Source: an optimization exercise on an open RTL-to-GDS flow (aim: small area, a short achievable clock period and few clock cycles per item). Production flows keep margins and buffers that such runs may drop. Function was not checked in any run shown here: the RTL went through the layout flow alone.

[flow/design.v]
module aes_sbox_a (input wire [7:0] x, input wire dec, output wire [11:0] m);
    wire t9 = x[0] ^ x[6];
    wire t10 = x[5] ^ t9;
    wire t11 = x[1] ^ x[2];
    wire t12 = x[7] ^ t10;
    wire t13 = x[1] ^ t10;
    wire t14 = t11 ^ t12;
    wire t15 = x[4] ^ t10;
    wire t16 = x[3] ^ t9;
    wire t17 = t11 ^ t16;
    wire t18 = x[0] ^ x[1];
    wire t19 = x[3] ^ x[4];
    wire t20 = t18 ^ t19;
    wire t21 = x[7] ^ t20;
    wire t22 = x[4] ^ x[6];
    wire t23 = t18 ^ t22;
    wire t24 = x[3] ^ x[6];
    wire t25 = t18 ^ t24;
    wire t26 = x[4] ^ x[7];
    wire t27 = x[0] ^ x[3];
    wire t28 = x[4] ^ t27;
    wire t29 = x[5] ^ t23;
    wire t30 = x[7] ^ t22;
    wire t31 = x[2] ^ x[5];
    wire t32 = x[7] ^ t31;
    wire t33 = ~t22;
    wire t34 = ~t25;
    wire t35 = ~t23;
    wire t36 = ~t28;
    wire t37 = ~t30;
    wire t38 = ~t32;
    wire t39 = dec ? t33 : t13;
    wire t40 = dec ? t34 : t12;
    wire t41 = dec ? t26 : t14;
    wire t42 = dec ? t35 : t15;
    wire t43 = dec ? t36 : t10;
    wire t44 = dec ? t29 : t17;
    wire t45 = dec ? t37 : t21;
    wire t46 = dec ? t38 : x[0];
    wire t47 = t39 ^ t43;
    wire t48 = t40 ^ t44;
    wire t49 = t41 ^ t45;
    wire t50 = t42 ^ t46;
    wire t51 = t47 ^ t48;
    wire t52 = t48 ^ t50;
    wire t53 = t47 ^ t49;
    wire t54 = t39 ^ t41;
    wire t55 = t40 ^ t42;
    wire t56 = t43 ^ t45;
    wire t57 = t44 ^ t46;
    wire t58 = t54 ^ t55;
    wire t59 = t56 ^ t57;
    wire t60 = t58 & t59;
    wire t61 = t54 & t56;
    wire t62 = t60 ^ t61;
    wire t63 = t55 & t57;
    wire t64 = t60 ^ t63;
    wire t65 = t62 ^ t64;
    wire t66 = t39 ^ t40;
    wire t67 = t43 ^ t44;
    wire t68 = t66 & t67;
    wire t69 = t39 & t43;
    wire t70 = t68 ^ t69;
    wire t71 = t40 & t44;
    wire t72 = t68 ^ t71;
    wire t73 = t64 ^ t70;
    wire t74 = t65 ^ t72;
    wire t75 = t41 ^ t42;
    wire t76 = t45 ^ t46;
    wire t77 = t75 & t76;
    wire t78 = t41 & t45;
    wire t79 = t77 ^ t78;
    wire t80 = t42 & t46;
    wire t81 = t77 ^ t80;
    wire t82 = t64 ^ t79;
    wire t83 = t65 ^ t81;
    wire t84 = t51 ^ t73;
    wire t85 = t48 ^ t74;
    wire t86 = t52 ^ t82;
    wire t87 = t53 ^ t83;
    wire t88 = t84 ^ t86;
    wire t89 = t85 ^ t87;
    wire t90 = t88 ^ t89;
    wire t91 = t84 ^ t85;
    wire t92 = t86 ^ t87;
    wire t93 = t91 & t92;
    wire t94 = t84 & t86;
    wire t95 = t93 ^ t94;
    wire t96 = t85 & t87;
    wire t97 = t93 ^ t96;
    wire t98 = t88 ^ t95;
    wire t99 = t90 ^ t97;
    wire t100 = t98 ^ t99;
    wire t101 = t92 & t100;
    wire t102 = t86 & t99;
    wire t103 = t101 ^ t102;
    wire t104 = t87 & t98;
    wire t105 = t101 ^ t104;
    wire t106 = t91 & t100;
    wire t107 = t84 & t99;
    wire t108 = t106 ^ t107;
    wire t109 = t85 & t98;
    wire t110 = t106 ^ t109;
    assign m[0] = t39;
    assign m[1] = t40;
    assign m[2] = t41;
    assign m[3] = t42;
    assign m[4] = t43;
    assign m[5] = t44;
    assign m[6] = t45;
    assign m[7] = t46;
    assign m[8] = t103;
    assign m[9] = t105;
    assign m[10] = t108;
    assign m[11] = t110;
endmodule
module aes_sbox_b (input wire [11:0] m, input wire dec, output wire [7:0] y);
    wire t13 = m[8] ^ m[10];
    wire t14 = m[9] ^ m[11];
    wire t15 = m[4] ^ m[6];
    wire t16 = m[5] ^ m[7];
    wire t17 = t13 ^ t14;
    wire t18 = t15 ^ t16;
    wire t19 = t17 & t18;
    wire t20 = t13 & t15;
    wire t21 = t19 ^ t20;
    wire t22 = t14 & t16;
    wire t23 = t19 ^ t22;
    wire t24 = t21 ^ t23;
    wire t25 = m[8] ^ m[9];
    wire t26 = m[4] ^ m[5];
    wire t27 = t25 & t26;
    wire t28 = m[4] & m[8];
    wire t29 = t27 ^ t28;
    wire t30 = m[5] & m[9];
    wire t31 = t27 ^ t30;
    wire t32 = t23 ^ t29;
    wire t33 = t24 ^ t31;
    wire t34 = m[10] ^ m[11];
    wire t35 = m[6] ^ m[7];
    wire t36 = t34 & t35;
    wire t37 = m[6] & m[10];
    wire t38 = t36 ^ t37;
    wire t39 = m[7] & m[11];
    wire t40 = t36 ^ t39;
    wire t41 = t23 ^ t38;
    wire t42 = t24 ^ t40;
    wire t43 = m[0] ^ m[2];
    wire t44 = m[1] ^ m[3];
    wire t45 = t43 ^ t44;
    wire t46 = t17 & t45;
    wire t47 = t13 & t43;
    wire t48 = t46 ^ t47;
    wire t49 = t14 & t44;
    wire t50 = t46 ^ t49;
    wire t51 = t48 ^ t50;
    wire t52 = m[0] ^ m[1];
    wire t53 = t25 & t52;
    wire t54 = m[0] & m[8];
    wire t55 = t53 ^ t54;
    wire t56 = m[1] & m[9];
    wire t57 = t53 ^ t56;
    wire t58 = t50 ^ t55;
    wire t59 = t51 ^ t57;
    wire t60 = m[2] ^ m[3];
    wire t61 = t34 & t60;
    wire t62 = m[2] & m[10];
    wire t63 = t61 ^ t62;
    wire t64 = m[3] & m[11];
    wire t65 = t61 ^ t64;
    wire t66 = t50 ^ t63;
    wire t67 = t51 ^ t65;
    wire t68 = t32 ^ t66;
    wire t69 = t33 ^ t42;
    wire t70 = t41 ^ t68;
    wire t71 = t42 ^ t59;
    wire t72 = t58 ^ t69;
    wire t73 = t32 ^ t33;
    wire t74 = t58 ^ t73;
    wire t75 = t67 ^ t68;
    wire t76 = t71 ^ t75;
    wire t77 = t69 ^ t70;
    wire t78 = t41 ^ t66;
    wire t79 = ~t72;
    wire t80 = ~t74;
    wire t81 = ~t71;
    wire t82 = ~t78;
    wire t83 = t32 ^ t58;
    wire t84 = t42 ^ t66;
    wire t85 = t33 ^ t83;
    wire t86 = t41 ^ t59;
    wire t87 = t67 ^ t84;
    wire t88 = t41 ^ t85;
    wire t89 = t85 ^ t87;
    wire t90 = t42 ^ t58;
    wire t91 = t32 ^ t86;
    wire t92 = t87 ^ t91;
    wire t93 = t83 ^ t84;
    wire t94 = t86 ^ t93;
    wire t95 = t33 ^ t58;
    wire t96 = dec ? t67 : t79;
    wire t97 = dec ? t83 : t80;
    wire t98 = dec ? t88 : t76;
    wire t99 = dec ? t89 : t77;
    wire t100 = dec ? t90 : t70;
    wire t101 = dec ? t92 : t81;
    wire t102 = dec ? t94 : t82;
    wire t103 = dec ? t95 : t68;
    assign y[0] = t96;
    assign y[1] = t97;
    assign y[2] = t98;
    assign y[3] = t99;
    assign y[4] = t100;
    assign y[5] = t101;
    assign y[6] = t102;
    assign y[7] = t103;
endmodule
module aes_sboxf_a (input wire [7:0] x, output wire [11:0] m);
    wire t8 = x[0] ^ x[6];
    wire t9 = x[5] ^ t8;
    wire t10 = x[1] ^ x[2];
    wire t11 = x[7] ^ t9;
    wire t12 = x[1] ^ t9;
    wire t13 = t10 ^ t11;
    wire t14 = x[4] ^ t9;
    wire t15 = x[3] ^ t8;
    wire t16 = t10 ^ t15;
    wire t17 = x[0] ^ x[1];
    wire t18 = x[3] ^ x[4];
    wire t19 = t17 ^ t18;
    wire t20 = x[7] ^ t19;
    wire t21 = t9 ^ t12;
    wire t22 = t11 ^ t16;
    wire t23 = t13 ^ t20;
    wire t24 = x[0] ^ t14;
    wire t25 = t21 ^ t22;
    wire t26 = t22 ^ t24;
    wire t27 = t21 ^ t23;
    wire t28 = t12 ^ t13;
    wire t29 = t11 ^ t14;
    wire t30 = t9 ^ t20;
    wire t31 = x[0] ^ t16;
    wire t32 = t28 ^ t29;
    wire t33 = t30 ^ t31;
    wire t34 = t32 & t33;
    wire t35 = t28 & t30;
    wire t36 = t34 ^ t35;
    wire t37 = t29 & t31;
    wire t38 = t34 ^ t37;
    wire t39 = t36 ^ t38;
    wire t40 = t11 ^ t12;
    wire t41 = t9 ^ t16;
    wire t42 = t40 & t41;
    wire t43 = t9 & t12;
    wire t44 = t42 ^ t43;
    wire t45 = t11 & t16;
    wire t46 = t42 ^ t45;
    wire t47 = t38 ^ t44;
    wire t48 = t39 ^ t46;
    wire t49 = t13 ^ t14;
    wire t50 = x[0] ^ t20;
    wire t51 = t49 & t50;
    wire t52 = t13 & t20;
    wire t53 = t51 ^ t52;
    wire t54 = x[0] & t14;
    wire t55 = t51 ^ t54;
    wire t56 = t38 ^ t53;
    wire t57 = t39 ^ t55;
    wire t58 = t25 ^ t47;
    wire t59 = t22 ^ t48;
    wire t60 = t26 ^ t56;
    wire t61 = t27 ^ t57;
    wire t62 = t58 ^ t60;
    wire t63 = t59 ^ t61;
    wire t64 = t62 ^ t63;
    wire t65 = t58 ^ t59;
    wire t66 = t60 ^ t61;
    wire t67 = t65 & t66;
    wire t68 = t58 & t60;
    wire t69 = t67 ^ t68;
    wire t70 = t59 & t61;
    wire t71 = t67 ^ t70;
    wire t72 = t62 ^ t69;
    wire t73 = t64 ^ t71;
    wire t74 = t72 ^ t73;
    wire t75 = t66 & t74;
    wire t76 = t60 & t73;
    wire t77 = t75 ^ t76;
    wire t78 = t61 & t72;
    wire t79 = t75 ^ t78;
    wire t80 = t65 & t74;
    wire t81 = t58 & t73;
    wire t82 = t80 ^ t81;
    wire t83 = t59 & t72;
    wire t84 = t80 ^ t83;
    assign m[0] = t12;
    assign m[1] = t11;
    assign m[2] = t13;
    assign m[3] = t14;
    assign m[4] = t9;
    assign m[5] = t16;
    assign m[6] = t20;
    assign m[7] = x[0];
    assign m[8] = t77;
    assign m[9] = t79;
    assign m[10] = t82;
    assign m[11] = t84;
endmodule
module aes_sboxf_b (input wire [11:0] m, output wire [7:0] y);
    wire t12 = m[8] ^ m[10];
    wire t13 = m[9] ^ m[11];
    wire t14 = m[4] ^ m[6];
    wire t15 = m[5] ^ m[7];
    wire t16 = t12 ^ t13;
    wire t17 = t14 ^ t15;
    wire t18 = t16 & t17;
    wire t19 = t12 & t14;
    wire t20 = t18 ^ t19;
    wire t21 = t13 & t15;
    wire t22 = t18 ^ t21;
    wire t23 = t20 ^ t22;
    wire t24 = m[8] ^ m[9];
    wire t25 = m[4] ^ m[5];
    wire t26 = t24 & t25;
    wire t27 = m[4] & m[8];
    wire t28 = t26 ^ t27;
    wire t29 = m[5] & m[9];
    wire t30 = t26 ^ t29;
    wire t31 = t22 ^ t28;
    wire t32 = t23 ^ t30;
    wire t33 = m[10] ^ m[11];
    wire t34 = m[6] ^ m[7];
    wire t35 = t33 & t34;
    wire t36 = m[6] & m[10];
    wire t37 = t35 ^ t36;
    wire t38 = m[7] & m[11];
    wire t39 = t35 ^ t38;
    wire t40 = t22 ^ t37;
    wire t41 = t23 ^ t39;
    wire t42 = m[0] ^ m[2];
    wire t43 = m[1] ^ m[3];
    wire t44 = t42 ^ t43;
    wire t45 = t16 & t44;
    wire t46 = t12 & t42;
    wire t47 = t45 ^ t46;
    wire t48 = t13 & t43;
    wire t49 = t45 ^ t48;
    wire t50 = t47 ^ t49;
    wire t51 = m[0] ^ m[1];
    wire t52 = t24 & t51;
    wire t53 = m[0] & m[8];
    wire t54 = t52 ^ t53;
    wire t55 = m[1] & m[9];
    wire t56 = t52 ^ t55;
    wire t57 = t49 ^ t54;
    wire t58 = t50 ^ t56;
    wire t59 = m[2] ^ m[3];
    wire t60 = t33 & t59;
    wire t61 = m[2] & m[10];
    wire t62 = t60 ^ t61;
    wire t63 = m[3] & m[11];
    wire t64 = t60 ^ t63;
    wire t65 = t49 ^ t62;
    wire t66 = t50 ^ t64;
    wire t67 = t31 ^ t65;
    wire t68 = t32 ^ t41;
    wire t69 = t40 ^ t67;
    wire t70 = t41 ^ t58;
    wire t71 = t57 ^ t68;
    wire t72 = t31 ^ t32;
    wire t73 = t57 ^ t72;
    wire t74 = t66 ^ t67;
    wire t75 = t70 ^ t74;
    wire t76 = t68 ^ t69;
    wire t77 = t40 ^ t65;
    wire t78 = ~t71;
    wire t79 = ~t73;
    wire t80 = ~t70;
    wire t81 = ~t77;
    assign y[0] = t78;
    assign y[1] = t79;
    assign y[2] = t75;
    assign y[3] = t76;
    assign y[4] = t69;
    assign y[5] = t80;
    assign y[6] = t81;
    assign y[7] = t67;
endmodule
module aes_mixcol (
    input  wire [31:0] c,
    output wire [31:0] y
);
    wire [7:0] a0 = c[7:0];
    wire [7:0] a1 = c[15:8];
    wire [7:0] a2 = c[23:16];
    wire [7:0] a3 = c[31:24];
    wire [7:0] x0 = {a0[6:0], 1'b0} ^ (a0[7] ? 8'h1b : 8'h00);
    wire [7:0] x1 = {a1[6:0], 1'b0} ^ (a1[7] ? 8'h1b : 8'h00);
    wire [7:0] x2 = {a2[6:0], 1'b0} ^ (a2[7] ? 8'h1b : 8'h00);
    wire [7:0] x3 = {a3[6:0], 1'b0} ^ (a3[7] ? 8'h1b : 8'h00);
    assign y[7:0]   = x0 ^ (x1 ^ a1) ^ a2 ^ a3;
    assign y[15:8]  = a0 ^ x1 ^ (x2 ^ a2) ^ a3;
    assign y[23:16] = a0 ^ a1 ^ x2 ^ (x3 ^ a3);
    assign y[31:24] = (x0 ^ a0) ^ a1 ^ a2 ^ x3;
endmodule
module aes_inv_mixcol_pre (
    input  wire [31:0] c,
    output wire [31:0] y
);
    function [7:0] x4;   
        input [7:0] a;
        reg   [7:0] t;
        begin
            t  = {a[6:0], 1'b0} ^ (a[7] ? 8'h1b : 8'h00);
            x4 = {t[6:0], 1'b0} ^ (t[7] ? 8'h1b : 8'h00);
        end
    endfunction
    wire [7:0] u = x4(c[7:0]  ^ c[23:16]);
    wire [7:0] v = x4(c[15:8] ^ c[31:24]);
    assign y = {c[31:24] ^ v, c[23:16] ^ u, c[15:8] ^ v, c[7:0] ^ u};
endmodule
module aes256_core (
    input  wire         clk,
    input  wire         rst,
    input  wire         start,
    input  wire [1:0]   op,
    input  wire [255:0] key,
    input  wire [127:0] din,
    output reg          ready,
    output reg          done,
    output reg          err,
    output wire [127:0] dout
);
    function [127:0] sig;
        input [127:0] a;
        sig = {a[63:32], a[95:64], a[127:96], a[31:0]};
    endfunction
    reg [255:0] ks;          
    reg [255:0] ke;          
    reg         kv;          
    reg         wpend;       
    reg         wact;        
    reg         v1, d1, x1;  
    reg [3:0]   c1;          
    reg [127:0] s1;          
    reg [255:0] k1;          
    reg         v2, d2, x2;
    reg         z2;          
    reg [3:0]   c2;
    reg [191:0] m2;          
    reg [47:0]  q2;          
    reg [255:0] k2;
    reg         v3, d3, x3;
    reg [3:0]   c3;
    reg [127:0] u3;          
    reg [255:0] k3;          
    wire last3 = (c3 == 4'd13);
    reg  free3;                     
    reg  fin2;                      
    genvar gi;
    wire [127:0] sr;
    wire [191:0] ma;
    wire [47:0]  qa;
    generate
        for (gi = 0; gi < 16; gi = gi + 1) begin : g_a
            assign sr[8*gi+7:8*gi] =
                s1[8*((gi % 4) + 4*(((gi / 4) + (gi % 4)) % 4)) +: 8];
            aes_sbox_a u_sa (.x(sr[8*gi+7:8*gi]), .dec(d1), .m(ma[12*gi+11:12*gi]));
        end
        for (gi = 0; gi < 4; gi = gi + 1) begin : g_ka
            aes_sboxf_a u_ka (.x(k1[224+8*gi+7:224+8*gi]), .m(qa[12*gi+11:12*gi]));
        end
    endgenerate
    wire [127:0] b;
    wire [31:0]  sw;
    generate
        for (gi = 0; gi < 16; gi = gi + 1) begin : g_b
            aes_sbox_b u_sb (.m(m2[12*gi+11:12*gi]), .dec(d2), .y(b[8*gi+7:8*gi]));
        end
        for (gi = 0; gi < 4; gi = gi + 1) begin : g_kb
            aes_sboxf_b u_kb (.m(q2[12*gi+11:12*gi]), .y(sw[8*gi+7:8*gi]));
        end
    endgenerate
    wire [127:0] rkb = k2[255:128];
    wire [127:0] bb  = (z2 && d2) ? sig(b) : b;
    wire [127:0] kb  = z2 ? rkb : d2 ? sig(rkb) : 128'h0;
    wire [127:0] ub  = bb ^ kb;
    wire [7:0]  rcon = d2 ? (8'h40 >> c2[3:1]) : (8'h01 << c2[3:1]);
    wire [31:0] t    = c2[0] ? sw : ({sw[7:0], sw[31:8]} ^ {24'h0, rcon});
    wire [31:0] l0 = k2[31:0], l1 = k2[63:32], l2 = k2[95:64], l3 = k2[127:96];
    wire [31:0] p1 = l1 ^ l0;
    wire [31:0] p2 = d2 ? (l2 ^ l1) : (l2 ^ l1 ^ l0);
    wire [31:0] p3 = d2 ? (l3 ^ l2) : (l3 ^ l2 ^ l1 ^ l0);
    wire [31:0] te = d2 ? 32'h0 : t;
    wire [31:0] n0 = l0 ^ t;
    wire [31:0] n1 = p1 ^ te;
    wire [31:0] n2 = p2 ^ te;
    wire [31:0] n3 = p3 ^ te;
    wire [255:0] nk = {n3, n2, n1, n0, k2[255:128]};
    wire [127:0] rk = k3[127:0];    
    wire [127:0] ns;
    generate
        for (gi = 0; gi < 4; gi = gi + 1) begin : g_mc
            wire [31:0] pre, mc;
            aes_inv_mixcol_pre u_pre (.c(u3[32*gi+31:32*gi]), .y(pre));
            aes_mixcol u_mc (.c(d3 ? pre : u3[32*gi+31:32*gi]), .y(mc));
            assign ns[32*gi+31:32*gi] = mc ^ (d3 ? 32'h0 : rk[32*gi+31:32*gi]);
        end
    endgenerate
    assign dout = u3;
    wire acc     = start && ready;
    wire blk     = acc && (op != 2'b00);
    wire launch  = blk && kv;
    wire wlaunch = wpend && free3;
    wire ldec    = op[1] && !wpend;
    wire [127:0] s_new = (ldec ? sig(din) : din) ^ (ldec ? ke[255:128] : ks[127:0]);
    wire [255:0] k_new = ldec ? {ke[127:0], sig(ke[255:128])} : ks;
    wire wpend_n = wlaunch ? 1'b0 : (acc && op == 2'b00) ? 1'b1 : wpend;
    wire wact_n  = (v2 && z2 && x2) ? 1'b0 : wlaunch ? 1'b1 : wact;
    always @(posedge clk) begin
        v2 <= v1; d2 <= d1; x2 <= x1; c2 <= c1; z2 <= (c1 == 4'd13);
        m2 <= ma; q2 <= qa; k2 <= k1;
        v3 <= v2; d3 <= d2; x3 <= x2; c3 <= c2;
        free3 <= !v2 || (c2 == 4'd13);
        fin2  <= v1 && (c1 == 4'd13) && x1;
        u3 <= ub; k3 <= nk;
        done <= 1'b0;
        err  <= 1'b0;
        if (free3) begin
            s1 <= s_new;
            k1 <= k_new;
        end else begin
            s1 <= ns;
            k1 <= k3;
        end
        if (launch) begin
            v1 <= 1'b1; d1 <= op[1]; x1 <= 1'b0; c1 <= 4'd0;
        end else if (wlaunch) begin
            v1 <= 1'b1; d1 <= 1'b0; x1 <= 1'b1; c1 <= 4'd0;
        end else begin
            v1 <= v3 && !last3; d1 <= d3; x1 <= x3; c1 <= c3 + 4'd1;
        end
        ready <= !wpend_n && !wact_n && (!v2 || c2 == 4'd13);
        if (acc && op == 2'b00) begin
            ks <= key;
            kv <= 1'b1;
        end
        wpend <= wpend_n;
        wact  <= wact_n;
        if (blk && !kv) begin
            done <= 1'b1;
            err  <= 1'b1;
        end
        if (v2 && z2)
            done <= 1'b1;
        if (fin2)
            ke <= {sig(k2[255:128]), k2[127:0]};
        if (rst) begin
            v1 <= 1'b0; v2 <= 1'b0; v3 <= 1'b0;
            free3 <= 1'b1; fin2 <= 1'b0;
            kv <= 1'b0; wpend <= 1'b0; wact <= 1'b0;
            done <= 1'b0;
            ready <= 1'b1;
        end
    end
endmodule
[flow/flow/run.sh]
#!/bin/bash
# Own flow: the standard layout (standard.sh) with three changes:
#  - synthesis maps with an ABC script suited to XOR-heavy logic
#    (flow/abc.script) and skips the full/half adder extraction; registers,
#    flattening and renaming are the standard synthesis's;
#  - timing repair aims SETUP_SLACK_MARGIN ns below the clock period;
#  - ports are buffered with a plain buffer cell, and the delay cells are
#    not used as buffers.
set -euo pipefail
W=$(pwd)
MARGIN=6.5
SYN=$FLOW_HOME/scripts/synth.tcl
sed -e 's|^\(\s*\)\[env_var_exists_and_non_empty ADDER_MAP_FILE\] &&|\10 \&\& [env_var_exists_and_non_empty ADDER_MAP_FILE] \&\&|' \
    -e "s|^\(\s*\)log_cmd abc {\*}\$abc_args|\1log_cmd abc -script $W/flow/abc.script {*}[lrange \$abc_args 2 end]|" \
    "$SYN" > "$W/synth_own.tcl"
grep -q '0 && \[env_var_exists_and_non_empty ADDER_MAP_FILE\]' "$W/synth_own.tcl"
grep -q "log_cmd abc -script $W/flow/abc.script" "$W/synth_own.tcl"
sed "s|source \$::env(SCRIPTS_DIR)/synth.tcl|source $W/synth_own.tcl|" synth_recipe.tcl > "$W/synth_recipe_own.tcl"
grep -q "source $W/synth_own.tcl" "$W/synth_recipe_own.tcl"
sed -e "s|SYNTH_SCRIPT=[^ ]*|SYNTH_SCRIPT=$W/synth_recipe_own.tcl|" \
    -e "s|\"\${@:-finish}\"|SETUP_SLACK_MARGIN=$MARGIN \"\${@:-finish}\"|" standard.sh > "$W/standard_own.sh"
grep -q "SYNTH_SCRIPT=$W/synth_recipe_own.tcl" "$W/standard_own.sh"
grep -q "SETUP_SLACK_MARGIN=$MARGIN" "$W/standard_own.sh"
export BUFFER_PORTS_ARGS="-buffer_cell sky130_fd_sc_hd__buf_1"
DLY=""
for c in clkdlybuf4s15_1 clkdlybuf4s15_2 clkdlybuf4s18_1 clkdlybuf4s18_2 clkdlybuf4s25_1 \
         clkdlybuf4s25_2 clkdlybuf4s50_1 clkdlybuf4s50_2 dlygate4sd1_1 dlygate4sd2_1 \
         dlygate4sd3_1 dlymetal6s2s_1 dlymetal6s4s_1 dlymetal6s6s_1; do
  DLY="$DLY sky130_fd_sc_hd__$c"
done
export DONT_USE_CELLS="$DLY"
bash "$W/standard_own.sh" > "$W/flow_make.log" 2>&1
[flow/flow/abc.script]
strash
&get -n
&dch -x
&nf -R 1000
&put
buffer -c
topo
stime -c
upsize -c
dnsize -c
[flow/standard.sh]
#!/bin/bash
# synth_recipe.tcl (not shown) runs the flow's synth.tcl, then flattens the netlist and writes it again
# the make line also repeats each setting of config.mk as NAME=value (left out here)
make -C /OpenROAD-flow-scripts/flow DESIGN_CONFIG=/design/flow/config.mk WORK_HOME=/design/flow/orfs CLKGATE_MAP_FILE= SYNTH_SCRIPT=/design/flow/synth_recipe.tcl "${@:-finish}"
[flow/config.mk]
export PLATFORM = sky130hd
export DESIGN_NAME = aes256_core
export DESIGN_NICKNAME = aes256_core
export VERILOG_FILES = /design/flow/design.v
export SDC_FILE = /design/flow/constraint.sdc
export NUM_CORES = 8
export LEC_CHECK = 0
export CAP_MARGIN = 20
export CORE_MARGIN = 2
export CORE_UTILIZATION = 40
export CTS_BUF_LIST = sky130_fd_sc_hd__clkbuf_16
export CTS_CLUSTER_DIAMETER = 120
export CTS_CLUSTER_SIZE = 18
export SLEW_MARGIN = 20
[flow/constraint.sdc]
create_clock -name core_clock -period 10.0 [get_ports {clk}]
set_input_delay 2.0000 -clock core_clock [delete_from_list [all_inputs] [get_ports {clk}]]
set_output_delay 2.0000 -clock core_clock [all_outputs]
set_load 0.01 [all_outputs]
==> results of run 1 <==
## area by class of cell
type	count	area (µm²)
fill	21219	122000
antenna	23	57.6
clock inverter	94	517
tap	2975	3720
clock buffer	113	2830
timing repair buffer	610	3060
inverter	103	404
multi-input combinational	6848	47900
sequential	1802	41500
## cell usage after synthesis, drive strengths merged (9+ instances only)
library cell | count | share of area (%)
a21boi | 21 | 0.18
a21oi | 461 | 2.8
a22oi | 74 | 0.62
a31oi | 184 | 1.3
and2 | 57 | 0.40
buf | 98 | 0.51
clkbuf | 210 | 0.88
dfxtp | 1290 | 29
edfxtp | 512 | 17
inv | 103 | 0.43
mux2 | 14 | 0.18
mux2i | 112 | 1.3
nand2 | 1106 | 4.6
nand2b | 41 | 0.29
nand3 | 15 | 0.084
nor2 | 851 | 3.6
nor2b | 62 | 0.43
nor3 | 45 | 0.25
o21a | 10 | 0.084
o21ai | 390 | 2.4
o22ai | 67 | 0.47
o31ai | 16 | 0.13
or2 | 9 | 0.063
xnor2 | 2408 | 24
xor2 | 836 | 8.3
## cell families (layout without fill, tap and decap cells)
| group | after synthesis | count (layout) | share of synthesized area [%] |
|---|---|---|---|
| mux | 126 | 126 | 1.43 |
| flops | 1802 | 1802 | 46.1 |
| buf+inv | 411 | 920 | 1.82 |
| other cells | 0 | 23 | 0 |
| compound gates | 1274 | 1274 | 8.43 |
| simple gates | 2200 | 2203 | 9.90 |
| xor+xnor | 3245 | 3245 | 32.4 |
## registers in the layout, summed over array words and instances (netlist names), 44 cells and up
register and cells:
u3 128, ke 256, m2 192, k3 256, k2 256, ks 256
q2 44, k1 256, s1 128
## worst max-delay path, delay by kind of cell, from the launching register on
| family | cells | cell delay [ns] |
|---|---|---|
| flip-flops | 1 | 0.42 |
| XOR/XNOR | 7 | 2.67 |
| AND/OR/NAND/NOR | 1 | 0.11 |
| AO/OA/AOI/OAI | 1 | 0.14 |
## layer usage
metal  share of wire (%)  vias up  GRT usage, %
li1                    -    30281             -
met1                  43    32437          41.8
met5              0.0066        -             0
met3                 8.6      507          4.45
met4                 5.7        4          15.0
met2                  42     2983          43.1
## metrics by stage
stage / instance area (µm²) / hold WS, ns / cells / util [%] / worst slack (ns)
floorplan: 89500 / 0.310 / 9058 / - / 0.955
global placement: 94500 / 0.311 / 12297 / 42.5 / 4.81
detailed placement: 94500 / 0.312 / 12297 / 42.5 / 4.74
CTS: 98600 / 0.301 / 12522 / 44.4 / 6.39
global route: 100000 / 0.322 / 12557 / 45.0 / 6.42
finish: 100000 / 0.304 / 12568 / 45.0 / 6.52
## final timing paths
kind | from | endpoint | slack [ns] | cells past startpoint
max | u3[54]$_DFF_P_ | s1[52]$_DFF_P_ | 6.52 | 9
min | k1[192]$_DFF_P_ | k2[192]$_DFF_P_ | 0.30 | 0
max reg2reg | u3[54]$_DFF_P_ | s1[52]$_DFF_P_ | 6.52 | 9
min reg2reg | k1[192]$_DFF_P_ | k2[192]$_DFF_P_ | 0.30 | 0
## timing repair
item | 4_1_cts | 5_1_grt
buffers inserted | 13 | 21
resized for setup | 245 | 194
gates cloned | 5 | 2
endpoints found under the setup margin | 468 | 243
pin swaps | 4 | 16
endpoints found under the hold margin | 0 | 0
==> run notes, run 1 <==
* Max FO, Critical Path at 4
* Avg Inst Size Synth at just under 10 µm²
* Worst Tran Pin Value at approximately 1.1 ns
* CTS tree: built
* Final min period at approximately 3.5 ns
* Drt first pass iters at 8
* Initial antenna violation count at 62
* Startpoint types: flop
* Count of different cell masters after synthesis at 68
* Grt ovf at 0
* Critical Path RT at 10.66 ns
* Worst setup EP type: flop
* Most common cell after layout, fill and taps aside: xnor2_1
* DR WL/cell at ~28 µm
* Final setup fails at 0
* Die width at approximately 480 µm
* CP max stage cell: xor2_1
* CTS Hold Buffers Added at 0
* Iter 0 DRT Violations at approximately 8,500
* Layout cells sized above 1 at between 7 and 8%
* Hold WC Path Type: flop to flop
* Routability cong. at slightly above 1
* Ys flop type: dfxtp_1
* Tot GR Track Use at between 20 and 30%
* Die area at ~0.23 mm²
* EDFF count, synth at between 500 and 600
* Core Region at approximately 0.22 mm²
* Pin count of the biggest net entering global routing at around 200
* CP Cell Sequence: xor2_1 -> xnor2_1 -> xnor2_1 -> nand2_1 -> xor2_1 -> xor2_1 -> xnor2_1 -> xnor2_1 -> o21ai_0
* Ys async rst share at 0%
* Post-Synthesis Cells at 9,058
* Max Cap Viol at 0
* #FFs+latches synth at ~1,800
* Final Skew at 0.0731 ns
* Fin. Hold Viols at 0
* Post-route DRC violation count at 0
* Max_slew headroom at 25.6%
* H-tree Lvls at 3
* Fin nets at 9,866
* Aggregate routed wire length at around 350 mm
* Commonest cells after routing, fill and taps aside: xnor2_1 (2,267), dfxtp_1 (1,145), nand2_1 (1,103)
* Via density at 5.27
* Clock buffer count from CTS at around 110
* Std cell rows at between 150 and 200
* Starting Density at between 40% and 50%
* Post-Syn Nets at between 9,000 and 10,000
* Ys Warns at 2
* F_max at 0.288 GHz
* Final ANT Viol Nets at 0
* Vias at roughly 66,000
* Critical path class: flop to flop
* First-pass GRT wire length at 475 mm
* Unrepaired setup endpoints after global routing: yes
* Largest stage delay on the critical path at between 0.5 and 0.6 ns
* I/O pin total at 520
* Register area share after synthesis at 46.1%
* Vert. Die Dim at between 400 and 500 µm
* Port buffer count at a little over 500
* Fin Setup TNS at 0 ns
* Reg clk slew, reported paths at ~0.09 ns
* Final slew viol count at 0
* Top cell by count, worst path: xnor2_1
* CP arrival at 4.14 ns
* Run status: no timing/DRC/antenna violations
* Final period utilization at a little over a third
* Clock Path Buffers at 3
* CTS root buffer: clkbuf_16
* Synthesized area at 0.0894 mm²
* Area Growth Syn to Fin at 11.8%
* Sink Count at 1,802
* Hpwl dp at 277 mm
* Clk latency of the worst-skew pair at 0.85 ns
* Vias in the first global route at around 62,000
==> run 2: changes to the inputs <==
--- a/flow/design.v
+++ b/flow/design.v
@@ -1,4 +1,4 @@
-module aes_sbox_a (input wire [7:0] x, input wire dec, output wire [11:0] m);
+module aes_sbox_a (input wire [7:0] x, input wire dec, output wire [13:0] m);
     wire t9 = x[0] ^ x[6];
     wire t10 = x[5] ^ t9;
     wire t11 = x[1] ^ x[2];
@@ -90,17 +90,6 @@
     wire t97 = t93 ^ t96;
     wire t98 = t88 ^ t95;
     wire t99 = t90 ^ t97;
-    wire t100 = t98 ^ t99;
-    wire t101 = t92 & t100;
-    wire t102 = t86 & t99;
-    wire t103 = t101 ^ t102;
-    wire t104 = t87 & t98;
-    wire t105 = t101 ^ t104;
-    wire t106 = t91 & t100;
-    wire t107 = t84 & t99;
-    wire t108 = t106 ^ t107;
-    wire t109 = t85 & t98;
-    wire t110 = t106 ^ t109;
     assign m[0] = t39;
     assign m[1] = t40;
     assign m[2] = t41;
@@ -109,111 +98,126 @@
     assign m[5] = t44;
     assign m[6] = t45;
     assign m[7] = t46;
-    assign m[8] = t103;
-    assign m[9] = t105;
-    assign m[10] = t108;
-    assign m[11] = t110;
+    assign m[8] = t84;
+    assign m[9] = t85;
+    assign m[10] = t86;
+    assign m[11] = t87;
+    assign m[12] = t98;
+    assign m[13] = t99;
 endmodule
-module aes_sbox_b (input wire [11:0] m, input wire dec, output wire [7:0] y);
-    wire t13 = m[8] ^ m[10];
-    wire t14 = m[9] ^ m[11];
-    wire t15 = m[4] ^ m[6];
-    wire t16 = m[5] ^ m[7];
-    wire t17 = t13 ^ t14;
-    wire t18 = t15 ^ t16;
-    wire t19 = t17 & t18;
-    wire t20 = t13 & t15;
-    wire t21 = t19 ^ t20;
-    wire t22 = t14 & t16;
-    wire t23 = t19 ^ t22;
-    wire t24 = t21 ^ t23;
-    wire t25 = m[8] ^ m[9];
-    wire t26 = m[4] ^ m[5];
-    wire t27 = t25 & t26;
-    wire t28 = m[4] & m[8];
-    wire t29 = t27 ^ t28;
-    wire t30 = m[5] & m[9];
-    wire t31 = t27 ^ t30;
-    wire t32 = t23 ^ t29;
-    wire t33 = t24 ^ t31;
-    wire t34 = m[10] ^ m[11];
-    wire t35 = m[6] ^ m[7];
-    wire t36 = t34 & t35;
-    wire t37 = m[6] & m[10];
-    wire t38 = t36 ^ t37;
-    wire t39 = m[7] & m[11];
-    wire t40 = t36 ^ t39;
-    wire t41 = t23 ^ t38;
-    wire t42 = t24 ^ t40;
-    wire t43 = m[0] ^ m[2];
-    wire t44 = m[1] ^ m[3];
-    wire t45 = t43 ^ t44;
-    wire t46 = t17 & t45;
-    wire t47 = t13 & t43;
-    wire t48 = t46 ^ t47;
-    wire t49 = t14 & t44;
-    wire t50 = t46 ^ t49;
-    wire t51 = t48 ^ t50;
-    wire t52 = m[0] ^ m[1];
-    wire t53 = t25 & t52;
-    wire t54 = m[0] & m[8];
-    wire t55 = t53 ^ t54;
-    wire t56 = m[1] & m[9];
-    wire t57 = t53 ^ t56;
-    wire t58 = t50 ^ t55;
-    wire t59 = t51 ^ t57;
-    wire t60 = m[2] ^ m[3];
-    wire t61 = t34 & t60;
-    wire t62 = m[2] & m[10];
+module aes_sbox_b (input wire [13:0] m, input wire dec, output wire [7:0] y);
+    wire t15 = m[12] ^ m[13];
+    wire t16 = m[10] ^ m[11];
+    wire t17 = t15 & t16;
+    wire t18 = m[10] & m[13];
+    wire t19 = t17 ^ t18;
+    wire t20 = m[11] & m[12];
+    wire t21 = t17 ^ t20;
+    wire t22 = m[8] ^ m[9];
+    wire t23 = t15 & t22;
+    wire t24 = m[8] & m[13];
+    wire t25 = t23 ^ t24;
+    wire t26 = m[9] & m[12];
+    wire t27 = t23 ^ t26;
+    wire t28 = t19 ^ t25;
+    wire t29 = t21 ^ t27;
+    wire t30 = m[4] ^ m[6];
+    wire t31 = m[5] ^ m[7];
+    wire t32 = t28 ^ t29;
+    wire t33 = t30 ^ t31;
+    wire t34 = t32 & t33;
+    wire t35 = t28 & t30;
+    wire t36 = t34 ^ t35;
+    wire t37 = t29 & t31;
+    wire t38 = t34 ^ t37;
+    wire t39 = t36 ^ t38;
+    wire t40 = t19 ^ t21;
+    wire t41 = m[4] ^ m[5];
+    wire t42 = t40 & t41;
+    wire t43 = m[4] & t19;
+    wire t44 = t42 ^ t43;
+    wire t45 = m[5] & t21;
+    wire t46 = t42 ^ t45;
+    wire t47 = t38 ^ t44;
+    wire t48 = t39 ^ t46;
+    wire t49 = t25 ^ t27;
+    wire t50 = m[6] ^ m[7];
+    wire t51 = t49 & t50;
+    wire t52 = m[6] & t25;
+    wire t53 = t51 ^ t52;
+    wire t54 = m[7] & t27;
+    wire t55 = t51 ^ t54;
+    wire t56 = t38 ^ t53;
+    wire t57 = t39 ^ t55;
+    wire t58 = m[0] ^ m[2];
+    wire t59 = m[1] ^ m[3];
+    wire t60 = t58 ^ t59;
+    wire t61 = t32 & t60;
+    wire t62 = t28 & t58;
     wire t63 = t61 ^ t62;
-    wire t64 = m[3] & m[11];
+    wire t64 = t29 & t59;
     wire t65 = t61 ^ t64;
-    wire t66 = t50 ^ t63;
-    wire t67 = t51 ^ t65;
-    wire t68 = t32 ^ t66;
-    wire t69 = t33 ^ t42;
-    wire t70 = t41 ^ t68;
-    wire t71 = t42 ^ t59;
-    wire t72 = t58 ^ t69;
-    wire t73 = t32 ^ t33;
-    wire t74 = t58 ^ t73;
-    wire t75 = t67 ^ t68;
-    wire t76 = t71 ^ t75;
-    wire t77 = t69 ^ t70;
-    wire t78 = t41 ^ t66;
-    wire t79 = ~t72;
-    wire t80 = ~t74;
-    wire t81 = ~t71;
-    wire t82 = ~t78;
-    wire t83 = t32 ^ t58;
-    wire t84 = t42 ^ t66;
-    wire t85 = t33 ^ t83;
-    wire t86 = t41 ^ t59;
-    wire t87 = t67 ^ t84;
-    wire t88 = t41 ^ t85;
-    wire t89 = t85 ^ t87;
-    wire t90 = t42 ^ t58;
-    wire t91 = t32 ^ t86;
-    wire t92 = t87 ^ t91;
-    wire t93 = t83 ^ t84;
-    wire t94 = t86 ^ t93;
-    wire t95 = t33 ^ t58;
-    wire t96 = dec ? t67 : t79;
-    wire t97 = dec ? t83 : t80;
-    wire t98 = dec ? t88 : t76;
-    wire t99 = dec ? t89 : t77;
-    wire t100 = dec ? t90 : t70;
-    wire t101 = dec ? t92 : t81;
-    wire t102 = dec ? t94 : t82;
-    wire t103 = dec ? t95 : t68;
-    assign y[0] = t96;
-    assign y[1] = t97;
-    assign y[2] = t98;
-    assign y[3] = t99;
-    assign y[4] = t100;
-    assign y[5] = t101;
-    assign y[6] = t102;
-    assign y[7] = t103;
+    wire t66 = t63 ^ t65;
+    wire t67 = m[0] ^ m[1];
+    wire t68 = t40 & t67;
+    wire t69 = m[0] & t19;
+    wire t70 = t68 ^ t69;
+    wire t71 = m[1] & t21;
+    wire t72 = t68 ^ t71;
+    wire t73 = t65 ^ t70;
+    wire t74 = t66 ^ t72;
+    wire t75 = m[2] ^ m[3];
+    wire t76 = t49 & t75;
+    wire t77 = m[2] & t25;
+    wire t78 = t76 ^ t77;
+    wire t79 = m[3] & t27;
+    wire t80 = t76 ^ t79;
+    wire t81 = t65 ^ t78;
+    wire t82 = t66 ^ t80;
+    wire t83 = t47 ^ t81;
+    wire t84 = t48 ^ t57;
+    wire t85 = t56 ^ t83;
+    wire t86 = t57 ^ t74;
+    wire t87 = t73 ^ t84;
+    wire t88 = t47 ^ t48;
+    wire t89 = t73 ^ t88;
+    wire t90 = t82 ^ t83;
+    wire t91 = t86 ^ t90;
+    wire t92 = t84 ^ t85;
+    wire t93 = t56 ^ t81;
+    wire t94 = ~t87;
+    wire t95 = ~t89;
+    wire t96 = ~t86;
+    wire t97 = ~t93;
+    wire t98 = t47 ^ t73;
+    wire t99 = t57 ^ t81;
+    wire t100 = t48 ^ t98;
+    wire t101 = t56 ^ t74;
+    wire t102 = t82 ^ t99;
+    wire t103 = t56 ^ t100;
+    wire t104 = t100 ^ t102;
+    wire t105 = t57 ^ t73;
+    wire t106 = t47 ^ t101;
+    wire t107 = t102 ^ t106;
+    wire t108 = t98 ^ t99;
+    wire t109 = t101 ^ t108;
+    wire t110 = t48 ^ t73;
+    wire t111 = dec ? t82 : t94;
+    wire t112 = dec ? t98 : t95;
+    wire t113 = dec ? t103 : t91;
+    wire t114 = dec ? t104 : t92;
+    wire t115 = dec ? t105 : t85;
+    wire t116 = dec ? t107 : t96;
+    wire t117 = dec ? t109 : t97;
+    wire t118 = dec ? t110 : t83;
+    assign y[0] = t111;
+    assign y[1] = t112;
+    assign y[2] = t113;
+    assign y[3] = t114;
+    assign y[4] = t115;
+    assign y[5] = t116;
+    assign y[6] = t117;
+    assign y[7] = t118;
 endmodule
 module aes_sboxf_a (input wire [7:0] x, output wire [11:0] m);
     wire t8 = x[0] ^ x[6];
@@ -390,34 +394,29 @@
     input  wire [31:0] c,
     output wire [31:0] y
 );
-    wire [7:0] a0 = c[7:0];
-    wire [7:0] a1 = c[15:8];
-    wire [7:0] a2 = c[23:16];
-    wire [7:0] a3 = c[31:24];
-    wire [7:0] x0 = {a0[6:0], 1'b0} ^ (a0[7] ? 8'h1b : 8'h00);
-    wire [7:0] x1 = {a1[6:0], 1'b0} ^ (a1[7] ? 8'h1b : 8'h00);
-    wire [7:0] x2 = {a2[6:0], 1'b0} ^ (a2[7] ? 8'h1b : 8'h00);
-    wire [7:0] x3 = {a3[6:0], 1'b0} ^ (a3[7] ? 8'h1b : 8'h00);
-    assign y[7:0]   = x0 ^ (x1 ^ a1) ^ a2 ^ a3;
-    assign y[15:8]  = a0 ^ x1 ^ (x2 ^ a2) ^ a3;
-    assign y[23:16] = a0 ^ a1 ^ x2 ^ (x3 ^ a3);
-    assign y[31:24] = (x0 ^ a0) ^ a1 ^ a2 ^ x3;
+    function [7:0] x2;   
+        input [7:0] a;
+        x2 = {a[6:0], 1'b0} ^ (a[7] ? 8'h1b : 8'h00);
+    endfunction
+    wire [7:0] a0 = c[7:0], a1 = c[15:8], a2 = c[23:16], a3 = c[31:24];
+    wire [7:0] t = a0 ^ a1 ^ a2 ^ a3;
+    assign y[7:0]   = a0 ^ t ^ x2(a0 ^ a1);
+    assign y[15:8]  = a1 ^ t ^ x2(a1 ^ a2);
+    assign y[23:16] = a2 ^ t ^ x2(a2 ^ a3);
+    assign y[31:24] = a3 ^ t ^ x2(a3 ^ a0);
 endmodule
-module aes_inv_mixcol_pre (
+module aes_inv_mixcol_delta (
     input  wire [31:0] c,
     output wire [31:0] y
 );
-    function [7:0] x4;   
+    function [7:0] x2;   
         input [7:0] a;
-        reg   [7:0] t;
-        begin
-            t  = {a[6:0], 1'b0} ^ (a[7] ? 8'h1b : 8'h00);
-            x4 = {t[6:0], 1'b0} ^ (t[7] ? 8'h1b : 8'h00);
-        end
+        x2 = {a[6:0], 1'b0} ^ (a[7] ? 8'h1b : 8'h00);
     endfunction
-    wire [7:0] u = x4(c[7:0]  ^ c[23:16]);
-    wire [7:0] v = x4(c[15:8] ^ c[31:24]);
-    assign y = {c[31:24] ^ v, c[23:16] ^ u, c[15:8] ^ v, c[7:0] ^ u};
+    wire [7:0] u = x2(x2(c[7:0]  ^ c[23:16]));
+    wire [7:0] v = x2(x2(c[15:8] ^ c[31:24]));
+    wire [7:0] t = x2(u ^ v);
+    assign y = {t ^ v, t ^ u, t ^ v, t ^ u};
 endmodule
 module aes256_core (
     input  wire         clk,
@@ -447,7 +446,7 @@
     reg         v2, d2, x2;
     reg         z2;          
     reg [3:0]   c2;
-    reg [191:0] m2;          
+    reg [223:0] m2;          
     reg [47:0]  q2;          
     reg [255:0] k2;
     reg         v3, d3, x3;
@@ -459,13 +458,13 @@
     reg  fin2;                      
     genvar gi;
     wire [127:0] sr;
-    wire [191:0] ma;
+    wire [223:0] ma;
     wire [47:0]  qa;
     generate
         for (gi = 0; gi < 16; gi = gi + 1) begin : g_a
             assign sr[8*gi+7:8*gi] =
                 s1[8*((gi % 4) + 4*(((gi / 4) + (gi % 4)) % 4)) +: 8];
-            aes_sbox_a u_sa (.x(sr[8*gi+7:8*gi]), .dec(d1), .m(ma[12*gi+11:12*gi]));
+            aes_sbox_a u_sa (.x(sr[8*gi+7:8*gi]), .dec(d1), .m(ma[14*gi+13:14*gi]));
         end
         for (gi = 0; gi < 4; gi = gi + 1) begin : g_ka
             aes_sboxf_a u_ka (.x(k1[224+8*gi+7:224+8*gi]), .m(qa[12*gi+11:12*gi]));
@@ -475,7 +474,7 @@
     wire [31:0]  sw;
     generate
         for (gi = 0; gi < 16; gi = gi + 1) begin : g_b
-            aes_sbox_b u_sb (.m(m2[12*gi+11:12*gi]), .dec(d2), .y(b[8*gi+7:8*gi]));
+            aes_sbox_b u_sb (.m(m2[14*gi+13:14*gi]), .dec(d2), .y(b[8*gi+7:8*gi]));
         end
         for (gi = 0; gi < 4; gi = gi + 1) begin : g_kb
             aes_sboxf_b u_kb (.m(q2[12*gi+11:12*gi]), .y(sw[8*gi+7:8*gi]));
@@ -501,10 +500,10 @@
     wire [127:0] ns;
     generate
         for (gi = 0; gi < 4; gi = gi + 1) begin : g_mc
-            wire [31:0] pre, mc;
-            aes_inv_mixcol_pre u_pre (.c(u3[32*gi+31:32*gi]), .y(pre));
-            aes_mixcol u_mc (.c(d3 ? pre : u3[32*gi+31:32*gi]), .y(mc));
-            assign ns[32*gi+31:32*gi] = mc ^ (d3 ? 32'h0 : rk[32*gi+31:32*gi]);
+            wire [31:0] dl, mc;
+            aes_inv_mixcol_delta u_dl (.c(u3[32*gi+31:32*gi]), .y(dl));
+            aes_mixcol u_mc (.c(u3[32*gi+31:32*gi]), .y(mc));
+            assign ns[32*gi+31:32*gi] = mc ^ (d3 ? dl : rk[32*gi+31:32*gi]);
         end
     endgenerate
     assign dout = u3;
@@ -513,8 +512,8 @@
     wire launch  = blk && kv;
     wire wlaunch = wpend && free3;
     wire ldec    = op[1] && !wpend;
-    wire [127:0] s_new = (ldec ? sig(din) : din) ^ (ldec ? ke[255:128] : ks[127:0]);
-    wire [255:0] k_new = ldec ? {ke[127:0], sig(ke[255:128])} : ks;
+    wire [127:0] s_new = ldec ? sig(din ^ ke[255:128]) : (din ^ ks[127:0]);
+    wire [255:0] k_new = ldec ? {ke[127:0], ke[255:128]} : ks;
     wire wpend_n = wlaunch ? 1'b0 : (acc && op == 2'b00) ? 1'b1 : wpend;
     wire wact_n  = (v2 && z2 && x2) ? 1'b0 : wlaunch ? 1'b1 : wact;
     always @(posedge clk) begin
@@ -554,7 +553,7 @@
         if (v2 && z2)
             done <= 1'b1;
         if (fin2)
-            ke <= {sig(k2[255:128]), k2[127:0]};
+            ke <= k2;
         if (rst) begin
             v1 <= 1'b0; v2 <= 1'b0; v3 <= 1'b0;
             free3 <= 1'b1; fin2 <= 1'b0;
--- a/flow/config.mk
+++ b/flow/config.mk
@@ -9,6 +9,6 @@
 export CORE_MARGIN = 2
 export CORE_UTILIZATION = 40
 export CTS_BUF_LIST = sky130_fd_sc_hd__clkbuf_16
-export CTS_CLUSTER_DIAMETER = 120
-export CTS_CLUSTER_SIZE = 18
+export CTS_CLUSTER_DIAMETER = 60
+export CTS_CLUSTER_SIZE = 25
 export SLEW_MARGIN = 20
==> run 2 against run 1 <==
Effect of this change:
- still clean on timing, DRC and antenna
- clock-buffer cell count rose by 36
- maximum frequency decreased by 0.41%
- register-to-register slack about the same
- clock skew is 0.011 ns lower
- die area decreased by 0.15%
- global-route usage decreased by 1.0 points
==> run notes, run 2 <==
* Run status: no timing/DRC/antenna violations
* Max_slew headroom at a little under a fifth
* Final ANT Viol Nets at 0
* Metal2 WL at roughly 140 mm
* Via density at 5.25
* Vias at about 67,000
* Ys Warns at 3
* Mux cell area share after synthesis at under 10%
* Synthesized area at 0.0893 mm²
* Sink Count at around 1,800
* Max FO, Critical Path at 3
* Share of the synthesized area in the top cell type at between 20% and 30%
* Max Cap Viol at 0
* Final Skew at between 0.06 and 0.07 ns
* Die area at between 0.2 and 0.25 mm²
* Ys flop type: dfxtp_1
* Top post-synthesis cells by area: dfxtp_1 (30%), xnor2_1 (21%), edfxtp_1 (17%), xor2_1 (11%), nand2_1 (5.8%)
* Worst setup EP type: flop
* Startpoint types: flop
* Hold WC Path Type: flop to flop
* Std cell rows at roughly 170
* Area Growth Syn to Fin at 17.4%
* DR WL/cell at 26.7 µm
* Synth area leader: dfxtp_1
* Pre-CTS WS at approximately 5.4 ns
* Register area share after synthesis at between 40% and 50%
* Post-Syn Nets at 9,425
* Hpwl dp at around 260 mm
* I/O pin total at 520
* #FFs+latches synth at around 1,800
* Routability cong. at 1.03
* Post-Synthesis Cells at 9,036
* First-pass GRT wire length at between 400 and 500 mm
* Drt first pass iters at 8
* Starting Density at about 40%
* WL met1 at 145 mm
* Clock buffer count from CTS at 140
* Aggregate routed wire length at 339 mm
* Layout cells sized above 1 at between 10 and 15%
* Initial antenna violation count at 43
* Critical path class: flop to flop
* Synth Area in Simple Gates at a little under a tenth
* Top-count cell post-synth: xnor2_1
* Grt ovf at 0
* Final setup margin at around 6.5 ns
* Most common cell after layout, fill and taps aside: xnor2_1
* Final slew viol count at 0
* Complex-gate fraction of the synthesized area at around 8.3%
* Final min period at about 3.5 ns
* DR WL met3 at about 27 mm
* Critical Path RT at about 11 ns
* CTS Hold Buffers Added at 0
* EDFF count, synth at slightly above 500
* Worst Tran Pin Value at about 1.2 ns
* Vias in the first global route at 62,026
* Top Layer Used: met5
* Unrepaired setup endpoints after global routing: yes
* Commonest cells after routing, fill and taps aside: xnor2_1 (1,882), nand2_1 (1,377), dfxtp_1 (1,141)
* Pin count of the biggest net entering global routing at between 150 and 200
* Tot GR Track Use at between 20 and 30%
* Clock Path Buffers at 3
* Final period utilization at roughly a third
* Post-route DRC violation count at 0
* CTS tree: built
* Avg Inst Size Synth at 9.88 µm²
* Reg clk slew, reported paths at 0.10 ns
* Vert. Die Dim at ~480 µm
* Synth cell count leaders: xnor2_1 (2,118), nand2_1 (1,383), dfxtp_1 (1,322), xor2_1 (1,146), nor2_1 (660)
* Port buffer count at between 500 and 600
* CTS root buffer: clkbuf_16
* H-tree Lvls at 4
* Fill count at 20,785
* Clk latency of the worst-skew pair at 0.84 ns
* Final setup fails at 0
* Ys async rst share at 0%
* CP arrival at around 4.2 ns
* Core Region at 0.222 mm²
* F_max at roughly 0.29 GHz
* Die width at 477 µm
* Fin. Hold Viols at 0
* Adder-Cell Fraction of Synth Area at 0%
* Fin nets at between 9,000 and 10,000
* Fin Setup TNS at 0 ns
* Iter 0 DRT Violations at roughly 7,100
* Main combinational cell family by area after synthesis: XOR/XNOR gates
* XOR/XNOR Fraction of Synth Area at ~33%
* Count of different cell masters after synthesis at about 60
## run 2: cell count changes after synthesis, moves of 39 or more
cell      previous run  this run
a21oi_1            416       190
and2_1              56         6
clkbuf_1           210       253
mux2_2              14        61
mux2i_1            112        41
nand2_1           1105      1383
nor2_1             839       660
nor2b_1             62        13
nor3_1              45         6
o21ai_0            325       488
o21ai_1             36        98
xnor2_1           2358      2118
xor2_1             820      1146
## run 2: kinds of logic after synthesis
family / count (synthesis)
xor+xnor: 3308
simple gates: 2121
flops: 1834
compound gates: 1280
buf+inv: 390
mux: 103
## run 2: area by class of cell
| class | count | area (µm²) | share of cell area [%] |
|---|---|---|---|
| antenna | 19 | 47.5 | 0.0454 |
| multi-input combinational | 6814 | 49800 | 47.5 |
| tap | 2975 | 3720 | 3.55 |
| sequential | 1834 | 42300 | 40.3 |
| clock inverter | 110 | 1240 | 1.18 |
| inverter | 85 | 319 | 0.304 |
| clock buffer | 149 | 3730 | 3.56 |
| timing repair buffer | 690 | 3670 | 3.50 |
## run 2: critical path, stage by stage (launching register included)
cell,delay [ns]
dfxtp_2,0.35
xnor2_2,0.29
nor2_4,0.12
xnor2_4,0.24
xor2_4,0.23
xnor2_2,0.16
nand2_2,0.12
xnor2_4,0.28
xnor2_4,0.15
buf_4,0.18
xnor2_2,0.26
xnor2_1,0.13
xnor2_1,0.24
o21ai_2,0.12
a21oi_2,0.35
xnor2_1,0.16
## run 2: worst paths after layout
check                                     start         endpoint  slack, ns  cells after the start
worst max-delay path            m2[195]$_DFF_P_  u3[110]$_DFF_P_       6.51                     15
worst min-delay path            k1[184]$_DFF_P_  k2[184]$_DFF_P_       0.31                      0
worst max register to register  m2[195]$_DFF_P_  u3[110]$_DFF_P_       6.51                     15
worst min register to register  k1[184]$_DFF_P_  k2[184]$_DFF_P_       0.31                      0
## run 2: timing repair
item / in CTS / in global routing
resized for setup: 523 / 400
pin swaps: 47 / 129
gates cloned: 1 / 4
setup buffers: 39 / 90
endpoints found under the setup margin: 419 / 353
## run 2: layer usage
metal / vias to the layer above / GRT usage (%)
li1: 30458 / -
met1: 32578 / 39.5
met2: 2899 / 41.1
met3: 597 / 4.83
met4: 4 / 17.0
met5: - / 0
## run 2: through the flow
step | hold slack, ns | area, µm² | std cells | util (%)
3_5_place_dp | 0.312 | 94300 | 12264 | 42.5
6_report | 0.311 | 105000 | 12676 | 47.2
2_1_floorplan | 0.310 | 89300 | 9036 | -
5_1_grt | 0.319 | 105000 | 12669 | 47.2
3_3_place_gp | 0.311 | 94300 | 12264 | 42.5
4_1_cts | 0.324 | 101000 | 12563 | 45.7
==> run 3: changes to the inputs <==
--- a/flow/design.v
+++ b/flow/design.v
@@ -430,10 +430,6 @@
     output reg          err,
     output wire [127:0] dout
 );
-    function [127:0] sig;
-        input [127:0] a;
-        sig = {a[63:32], a[95:64], a[127:96], a[31:0]};
-    endfunction
     reg [255:0] ks;          
     reg [255:0] ke;          
     reg         kv;          
@@ -462,7 +458,8 @@
     wire [47:0]  qa;
     generate
         for (gi = 0; gi < 16; gi = gi + 1) begin : g_a
-            assign sr[8*gi+7:8*gi] =
+            assign sr[8*gi+7:8*gi] = d1 ?
+                s1[8*((gi % 4) + 4*(((gi / 4) + 4 - (gi % 4)) % 4)) +: 8] :
                 s1[8*((gi % 4) + 4*(((gi / 4) + (gi % 4)) % 4)) +: 8];
             aes_sbox_a u_sa (.x(sr[8*gi+7:8*gi]), .dec(d1), .m(ma[14*gi+13:14*gi]));
         end
@@ -481,9 +478,7 @@
         end
     endgenerate
     wire [127:0] rkb = k2[255:128];
-    wire [127:0] bb  = (z2 && d2) ? sig(b) : b;
-    wire [127:0] kb  = z2 ? rkb : d2 ? sig(rkb) : 128'h0;
-    wire [127:0] ub  = bb ^ kb;
+    wire [127:0] ub  = b ^ ((z2 || d2) ? rkb : 128'h0);
     wire [7:0]  rcon = d2 ? (8'h40 >> c2[3:1]) : (8'h01 << c2[3:1]);
     wire [31:0] t    = c2[0] ? sw : ({sw[7:0], sw[31:8]} ^ {24'h0, rcon});
     wire [31:0] l0 = k2[31:0], l1 = k2[63:32], l2 = k2[95:64], l3 = k2[127:96];
@@ -512,7 +507,7 @@
     wire launch  = blk && kv;
     wire wlaunch = wpend && free3;
     wire ldec    = op[1] && !wpend;
-    wire [127:0] s_new = ldec ? sig(din ^ ke[255:128]) : (din ^ ks[127:0]);
+    wire [127:0] s_new = din ^ (ldec ? ke[255:128] : ks[127:0]);
     wire [255:0] k_new = ldec ? {ke[127:0], ke[255:128]} : ks;
     wire wpend_n = wlaunch ? 1'b0 : (acc && op == 2'b00) ? 1'b1 : wpend;
     wire wact_n  = (v2 && z2 && x2) ? 1'b0 : wlaunch ? 1'b1 : wact;
==> run 3 against run 2 <==
Effect of this change:
- area after synthesis down 0.72%
- clock skew down 0.0028 ns
- still clean
- maximum frequency down 4.6%
- final area up 1.3%
- sequential share of layout area down 0.46 points
- clock-buffer cell count up 1
- critical path depth up 4
- setup slack worse by 0.17 ns
- register-to-register slack worse by 0.17 ns
- die area down 0.71%
==> run notes, run 3 <==
* Final slew viol count at 0
* Reg2reg start: d1$_DFF_P_
* Via density at 5.10
* Sink Count at 1,834
* Fin. Hold Viols at 0
* XOR/XNOR Fraction of Synth Area at 33.0%
* Iter 0 DRT Violations at 5,918
* Vert. Die Dim at between 400 and 500 µm
* Aggregate routed wire length at 334 mm
* Top post-synthesis cells by area: dfxtp_1 (30%), xnor2_1 (22%), edfxtp_1 (17%), xor2_1 (10%), nand2_1 (5.0%)
* Initial antenna violation count at between 40 and 50
* Synthesized area at about 0.089 mm²
* Drt first pass iters at 6
* CTS tree: built
* Max_slew headroom at between 20% and 30%
* Mux cell area share after synthesis at 3.08%
* Post-Syn Nets at slightly above 9,000
* DR WL/cell at roughly 27 µm
* Die area at between 0.2 and 0.25 mm²
* Avg Inst Size Synth at 10.2 µm²
* Synth Area in Simple Gates at 8.78%
* Clock buffer count from CTS at roughly 150
* Adder-Cell Fraction of Synth Area at less than 1%
* Hpwl dp at around 260 mm
* First-pass GRT wire length at 453 mm
* Ys Warns at 3
* Ys async rst share at 0%
* Core Region at roughly 0.22 mm²
* Die width at about 470 µm
* Post-route DRC violation count at 0
* Commonest cells after routing, fill and taps aside: xnor2_1 (1,955), nand2_1 (1,173), dfxtp_1 (1,158)
* Critical Path RT at approximately 11 ns
* CTS root buffer: clkbuf_16
* Port buffer count at ~520
* Routability cong. at about 0.95
* Synth area leader: dfxtp_1
* Worst Tran Pin Value at 1.10 ns
* Pin count of the biggest net entering global routing at 214
* Most common cell after layout, fill and taps aside: xnor2_1
* Share of the synthesized area in the top cell type at 29.8%
* Startpoint types: flop
* Tot GR Track Use at approximately 29%
* Run status: no timing/DRC/antenna violations
* Count of different cell masters after synthesis at 59
* Vias at approximately 64,000
* Final ANT Viol Nets at 0
* Reg clk slew, reported paths at roughly 0.090 ns
* Max Cap Viol at 0
* #FFs+latches synth at about 1,800
* Unrepaired setup endpoints after global routing: yes
* I/O pin total at 520
* Main combinational cell family by area after synthesis: XOR/XNOR gates
* Layout cells sized above 1 at approximately 16%
* Max FO, Critical Path at 8
* Std cell rows at 172
* Fin nets at roughly 9,800
* Final min period at roughly 3.7 ns
* Grt ovf at 0
* HP Start: k1[167]$_DFF_P_
* Top-count cell post-synth: xnor2_1
* Clk latency of the worst-skew pair at between 0.8 and 0.9 ns
* Register area share after synthesis at approximately 47%
* Worst setup EP type: flop
* Final setup fails at 0
* Final Skew at slightly below 0.06 ns
* Synth cell count leaders: xnor2_1 (2,249), dfxtp_1 (1,322), nand2_1 (1,178), xor2_1 (1,026), nor2_1 (680)
* Post-Synthesis Cells at 8,727
* CP arrival at roughly 4.4 ns
* H-tree Lvls at 4
* Final period utilization at 36.6%
* Fin Setup TNS at 0 ns
* Critical path class: flop to flop
* Starting Density at 40.3%
* Clock Path Buffers at 3
* EDFF count, synth at approximately 500
* F_max at 0.273 GHz
* Crit path launch: d1$_DFF_P_
* Ys flop type: dfxtp_1
* Hold WC Path Type: flop to flop
* Complex-gate fraction of the synthesized area at under 10%
* Area Growth Syn to Fin at 19.7%
* Vias in the first global route at 61,228
==> run 3: layout make-up <==
cell class                 count  area [µm²]
sequential                  1834       42300
fill                       20318      114000
antenna                       13        32.5
timing repair buffer         793        4780
tap                         2958        3700
multi-input combinational   6544       49800
inverter                      78         293
clock inverter               120        1500
clock buffer                 150        3750
==> run 3: repair_timing <==
item                       4_1_cts  5_1_grt
hold endpoints to repair         0        0
resized for setup              575      510
cloned                          10        4
setup endpoints to repair      503      371
hold buffers                     0        0
pin swaps                       49      168
setup buffers                  102      119
==> run 3: cells by family after synthesis <==
group,Yosys count
flops,1834
xor+xnor,3312
fa+ha+maj,2
compound gates,982
simple gates,1986
mux,260
buf+inv,351
==> run 3: layer usage <==
| layer | routed length [µm] | global-route usage, % | share of wire [%] | vias to the layer above |
|---|---|---|---|---|
| li1 | - | - | - | 29456 |
| met1 | 139000 | 37.5 | 42 | 31216 |
| met2 | 152000 | 45.0 | 46 | 2386 |
| met3 | 20700 | 3.69 | 6.2 | 592 |
| met4 | 22000 | 16.4 | 6.6 | 14 |
| met5 | 105 | 0 | 0.031 | - |
==> run 3: per-stage QoR <==
stage | hold WS, ns | util (%) | cell area [µm²] | instances | worst slack, ns
4_1_cts | 0.309 | 46.4 | 102000 | 12354 | 6.34
2_1_floorplan | 0.310 | - | 88700 | 8727 | 1.26
3_3_place_gp | 0.310 | 42.5 | 93600 | 11971 | 4.77
6_report | 0.303 | 48.3 | 106000 | 12490 | 6.34
3_5_place_dp | 0.312 | 42.6 | 93600 | 11972 | 4.68
5_1_grt | 0.312 | 48.3 | 106000 | 12481 | 6.17
==> run 3: final timing paths <==
| path | end | slack (ns) | depth (start not counted) |
|---|---|---|---|
| worst max-delay path | m2[83]$_DFF_P_ | 6.34 | 19 |
| worst min-delay path | k2[167]$_DFF_P_ | 0.30 | 0 |
| worst max register to register | m2[83]$_DFF_P_ | 6.34 | 19 |
| worst min register to register | k2[167]$_DFF_P_ | 0.30 | 0 |
==> run 3: critical path, cell delays in order, from the launching register on <==
cell	delay [ns]
dfxtp_4	0.44
buf_16	0.18
buf_8	0.13
buf_6	0.11
mux2i_4	0.28
buf_6	0.15
xor2_4	0.19
xor2_2	0.13
buf_4	0.16
buf_6	0.10
mux2_4	0.33
buf_6	0.15
xnor2_4	0.12
xnor2_2	0.24
xnor2_2	0.16
xor2_2	0.23
buf_4	0.16
nor2_2	0.03
o21ai_1	0.14
o21ai_1	0.09

-- separate check: timing with driven ports --
Ports are ideal in the flow. The routed layouts listed here were re-timed in OpenROAD. Step 1 sets driving cells, clkbuf_16 on the clock port and buf_2 on the other inputs (assumed; they add their load-dependent delay and slew). Step 2 times the ports against the registers' clock, not the clock port: input delays grow and output delays shrink by t, the midpoint of the rising clock arrivals with the driver on. Slacks: ideal / step 1 / step 2; pairs: ideal / step 1.
| run | t (ns) | setup slack, ns | latest minus earliest clock arrival (ns) | worst slew at a driven data input, ns | pins driven straight from the clock port |
|---|---|---|---|---|---|
| run 1 | 0.900 | 6.525 / 6.446 / 5.766 | 0.081 / 0.081 | 0.22 | 1 |
| run 2 | 0.901 | 6.510 / 6.454 / 5.691 | 0.068 / 0.067 | 0.26 | 1 |
| run 3 | 0.933 | 6.341 / 6.341 / 5.645 | 0.059 / 0.059 | 0.26 | 1 |
After both steps setup and hold are still met in every run listed. For run 2, which loses most, drivers alone change the setup slack by -0.056 ns; drivers and shift together by -0.819 ns.
